Context: an optimization exercise on an open-source flow, tuned for small area, a short achievable clock period and few clock cycles. The choices shown serve that exercise and are no tape-out recipe. In this exercise RTL edits were held to simulation tests only and were not proved equivalent to the original. Power and IR drop assume default switching activity.

Design tgui_blit, start of the top module:
module tgui_blit (
    input             clk,
    input             rst,
    input             cmd_valid,
    input      [7:0]  cmd_code,
    input      [7:0]  cmd_rop,
    input      [15:0] cmd_flags,
    input      [31:0] cmd_fg,
    input      [31:0] cmd_bg,
    input      [15:0] cmd_dst_x,
    input      [15:0] cmd_dst_y,
    input      [15:0] cmd_src_x,
    input      [15:0] cmd_src_y,
    input      [15:0] cmd_size_x,
    input      [15:0] cmd_size_y,
    input      [15:0] cmd_clip_left,
    input      [15:0] cmd_clip_top,
    input      [15:0] cmd_clip_right,
    input      [15:0] cmd_clip_bottom,
    input      [9:0]  cmd_rowoffset,
    input      [1:0]  cmd_bpp,
    input             pat_we,
    input      [5:0]  pat_addr,
    input      [7:0]  pat_data,
    output            busy,
    output            mem_req,
    output            mem_we,
    output     [19:0] mem_addr,
    output     [1:0]  mem_size,
    output     [31:0] mem_wdata,
    input             mem_ready,
    input             mem_rvalid,
    input      [31:0] mem_rdata
);
Size in the first run: roughly 1300 flip-flops, about 380 I/O pins, ~74000 µm² of cells after synthesis.
clock: 12.0 ns
lec_check: 0
abc_area: 1
cap_margin: 20
core_margin: 2
core_utilization: 55
place_density: 0.7
setup_slack_margin: 5
slew_margin: 20
tns_end_percent: 0
standard.sh (not shown) runs the stock make flow with config.mk's settings and CLKGATE_MAP_FILE= SYNTH_SCRIPT=/design/flow/synth_recipe.tcl, a recipe that flattens the netlist after the stock synthesis.
==> flow/flow/run.sh <==
#!/bin/bash
set -euo pipefail
bash standard.sh SETUP_SLACK_MARGIN=9 "BUFFER_PORTS_ARGS=-buffer_cell sky130_fd_sc_hd__buf_2" finish > layout_make.log 2>&1
The first run finished with timing, DRC and antenna clean.
Testbench counts at the start, summed over its fixed seeds: cycles 298,733.
Edit:
==> flow/flow/run.sh (replaced) <==
#!/bin/bash
set -euo pipefail
bash standard.sh SETUP_SLACK_MARGIN=8 "BUFFER_PORTS_ARGS=-buffer_cell sky130_fd_sc_hd__buf_2" finish > layout_make.log 2>&1
What happened: The changed run finished with timing, DRC and antenna clean. Sequential cell count is unchanged. Clock skew is unchanged. Total power is unchanged. Maximum frequency stays the same. Synthesized area does not change. Worst setup slack is unchanged. Register-to-register slack barely changes. Design area is unchanged. Sequential share of layout area is unchanged. Global-route usage stays the same.

---

tgui_blit, a different RTL version from the one above (not shown whole).
Size: ~6100 cells after synthesis, ~1300 flip-flops, roughly 380 I/O pins, about 72000 µm² of cells after synthesis.
export LEC_CHECK = 0
export CAP_MARGIN = 20
export CORE_MARGIN = 2
export CORE_UTILIZATION = 55
export PLACE_DENSITY = 0.7
export SETUP_SLACK_MARGIN = 5
export SLEW_MARGIN = 20
create_clock -name core_clock -period 12.0 [get_ports {clk}]
==> flow/flow/run.sh <==
#!/bin/bash
set -euo pipefail
bash standard.sh SETUP_SLACK_MARGIN=8 finish > layout_make.log 2>&1
The starting point finished clean.
Testbench counts at the start, summed over its fixed seeds: cycles 298,733.
Change:
==> flow/flow/run.sh (replaced) <==
#!/bin/bash
set -euo pipefail
bash standard.sh SETUP_SLACK_MARGIN=8 "BUFFER_PORTS_ARGS=-buffer_cell sky130_fd_sc_hd__buf_2" finish > layout_make.log 2>&1
ABC_AREA = 1   (was default)
CORE_UTILIZATION = 45   (was 55)
PLACE_DENSITY = 0.65   (was 0.7)
- flip-flop and latch count is unchanged
- hold slack degrades by 0.022 ns
- total power is lower by 7.1%
- cell count is higher by 30%
- core utilization is lower by 13 points
- routed wire length is higher by 16%
- fmax is higher by 5.8%
Change:
CORE_UTILIZATION = 55   (was 45)
GPL_TIMING_DRIVEN = 0   (was default)
PLACE_DENSITY = 0.7   (was 0.65)
=> Setup slack gets better by 0.029 ns. Total power hardly moves. Core utilization grows by 11 points.
Change:
==> flow/flow/run.sh (replaced) <==
#!/bin/bash
set -euo pipefail
bash standard.sh SETUP_SLACK_MARGIN=8.5 "BUFFER_PORTS_ARGS=-buffer_cell sky130_fd_sc_hd__buf_2" finish > layout_make.log 2>&1
GPL_TIMING_DRIVEN = default   (was 0)
Outcome: Now the flow finished with capacitance limit, slew limit left; power went up by about 8%; cell area climbs by 7.4%; worst hold slack loses 0.015 ns; critical path depth climbs by 22; worst setup slack degrades by 0.091 ns; global-route usage shrinks by 4.8 points; fmax came out lower by 2.1%; sequential share of layout area shrinks by 3.1 points; final cell count rose by 0.37%; first-iteration DRC count goes up by about 3%.
Change:
==> flow/flow/run.sh (replaced) <==
#!/bin/bash
set -euo pipefail
bash standard.sh SETUP_SLACK_MARGIN=7.5 "BUFFER_PORTS_ARGS=-buffer_cell sky130_fd_sc_hd__buf_2" finish > layout_make.log 2>&1
=> This time the run went through all stages and came out clean. Final cell count fell by 4.1%. Global-route usage fell by 2.7 points. Utilization fell by 7.2 points.

---

tgui_blit again, from the RTL that the note above started with.
export LEC_CHECK = 0
export ABC_AREA = 1
export CAP_MARGIN = 20
export CORE_MARGIN = 2
export CORE_UTILIZATION = 55
export PLACE_DENSITY = 0.7
export SETUP_SLACK_MARGIN = 5
export SLEW_MARGIN = 20
create_clock -name core_clock -period 12.0 [get_ports {clk}]
==> flow/flow/run.sh <==
#!/bin/bash
set -euo pipefail
bash standard.sh SETUP_SLACK_MARGIN=8 finish > layout_make.log 2>&1
The starting point passed the timing, design-rule and antenna checks.
Testbench counts at the start, summed over its fixed seeds: cycles 298,733.
Then changed:
==> flow/flow/run.sh (replaced) <==
#!/bin/bash
set -euo pipefail
bash standard.sh SETUP_SLACK_MARGIN=8 "BUFFER_PORTS_ARGS=-buffer_cell sky130_fd_sc_hd__buf_2" finish > layout_make.log 2>&1
--- a/flow/config.mk
+++ b/flow/config.mk
@@ -8,3 +8,3 @@
 export ABC_AREA = 1
-export CAP_MARGIN = 20
+export CAP_MARGIN = 10
 export CORE_MARGIN = 2
@@ -13,2 +13,2 @@
 export SETUP_SLACK_MARGIN = 5
-export SLEW_MARGIN = 20
+export SLEW_MARGIN = 10
Worst setup slack degrades by 0.080 ns.
Combinational power goes down by a few percent.
Final area goes down by a few percent.
Sequential cell count is unchanged.
Via count goes down slightly.
Routed wire length goes down by a few percent.
Die area does not change.
Power goes down slightly.
Hold slack degrades by 0.0058 ns.
Critical path depth stays the same.
Sequential power stays flat.
Then changed:
--- a/flow/config.mk
+++ b/flow/config.mk
@@ -8,3 +8,3 @@
 export ABC_AREA = 1
-export CAP_MARGIN = 10
+export CAP_MARGIN = 20
 export CORE_MARGIN = 2
@@ -13,2 +13,2 @@
 export SETUP_SLACK_MARGIN = 5
-export SLEW_MARGIN = 10
+export SLEW_MARGIN = 20
What happened: Count of clock-buffer cells in the layout came out lower by 6; area after synthesis is unchanged; setup slack gets better by 0.039 ns; total power is about the same; critical path depth came out higher by 18; clock power came out higher by about 1%; non-clock buffer count came out higher by 1; global-route usage hardly moves; wire length came out higher by 0.63%.
Then changed:
--- a/flow/config.mk
+++ b/flow/config.mk
@@ -7,3 +7,2 @@
 export LEC_CHECK = 0
-export ABC_AREA = 1
 export CAP_MARGIN = 20
What happened: Routed wire length went down by 11%; setup slack is worse by 0.21 ns; utilization went up by 0.50 points; cell area went down by 0.86%; register-to-register slack is worse by 0.21 ns.

[separate check: timing with driven ports]
How much do the figures lean on ideal ports? The routed layouts below were timed once more, with nothing changed but the port constraints. Step 1: set_driving_cell puts a clkbuf_16 on clk and a buf_2 on each other input, an assumption about the parent block. Step 2 times the ports against the registers' clock, not the clock port: input delays grow and output delays shrink by t, the midpoint of the rising clock arrivals with the driver on. a / b / c = ideal / step 1 / step 2; a / b = the first two.
run	t, ns	slack for setup (ns)	clock arrival spread, ns	worst data-port slew with drivers (ns)
the first run of note 1	0.857	7.639 / 7.639 / 6.833	0.043 / 0.043	0.19
the second run of note 1	0.857	7.639 / 7.639 / 6.833	0.043 / 0.043	0.19
the first run of note 2	0.869	7.388 / 7.388 / 6.990	0.054 / 0.053	0.11
the second run of note 2	0.889	7.641 / 7.551 / 7.024	0.077 / 0.077	0.19
the third run of note 2	0.871	7.670 / 7.580 / 7.072	0.081 / 0.081	0.14
the fourth run of note 2	0.891	7.580 / 7.580 / 7.152	0.058 / 0.057	0.16
the fifth run of note 2	0.858	7.538 / 7.451 / 6.918	0.065 / 0.066	0.19
the first run of note 3	0.855	7.867 / 7.783 / 7.154	0.051 / 0.052	0.16
the second run of note 3	0.873	7.786 / 7.703 / 7.080	0.084 / 0.083	0.17
the third run of note 3	0.879	7.825 / 7.746 / 7.147	0.053 / 0.053	0.17
the fourth run of note 3	0.865	7.615 / 7.531 / 7.108	0.046 / 0.046	0.13
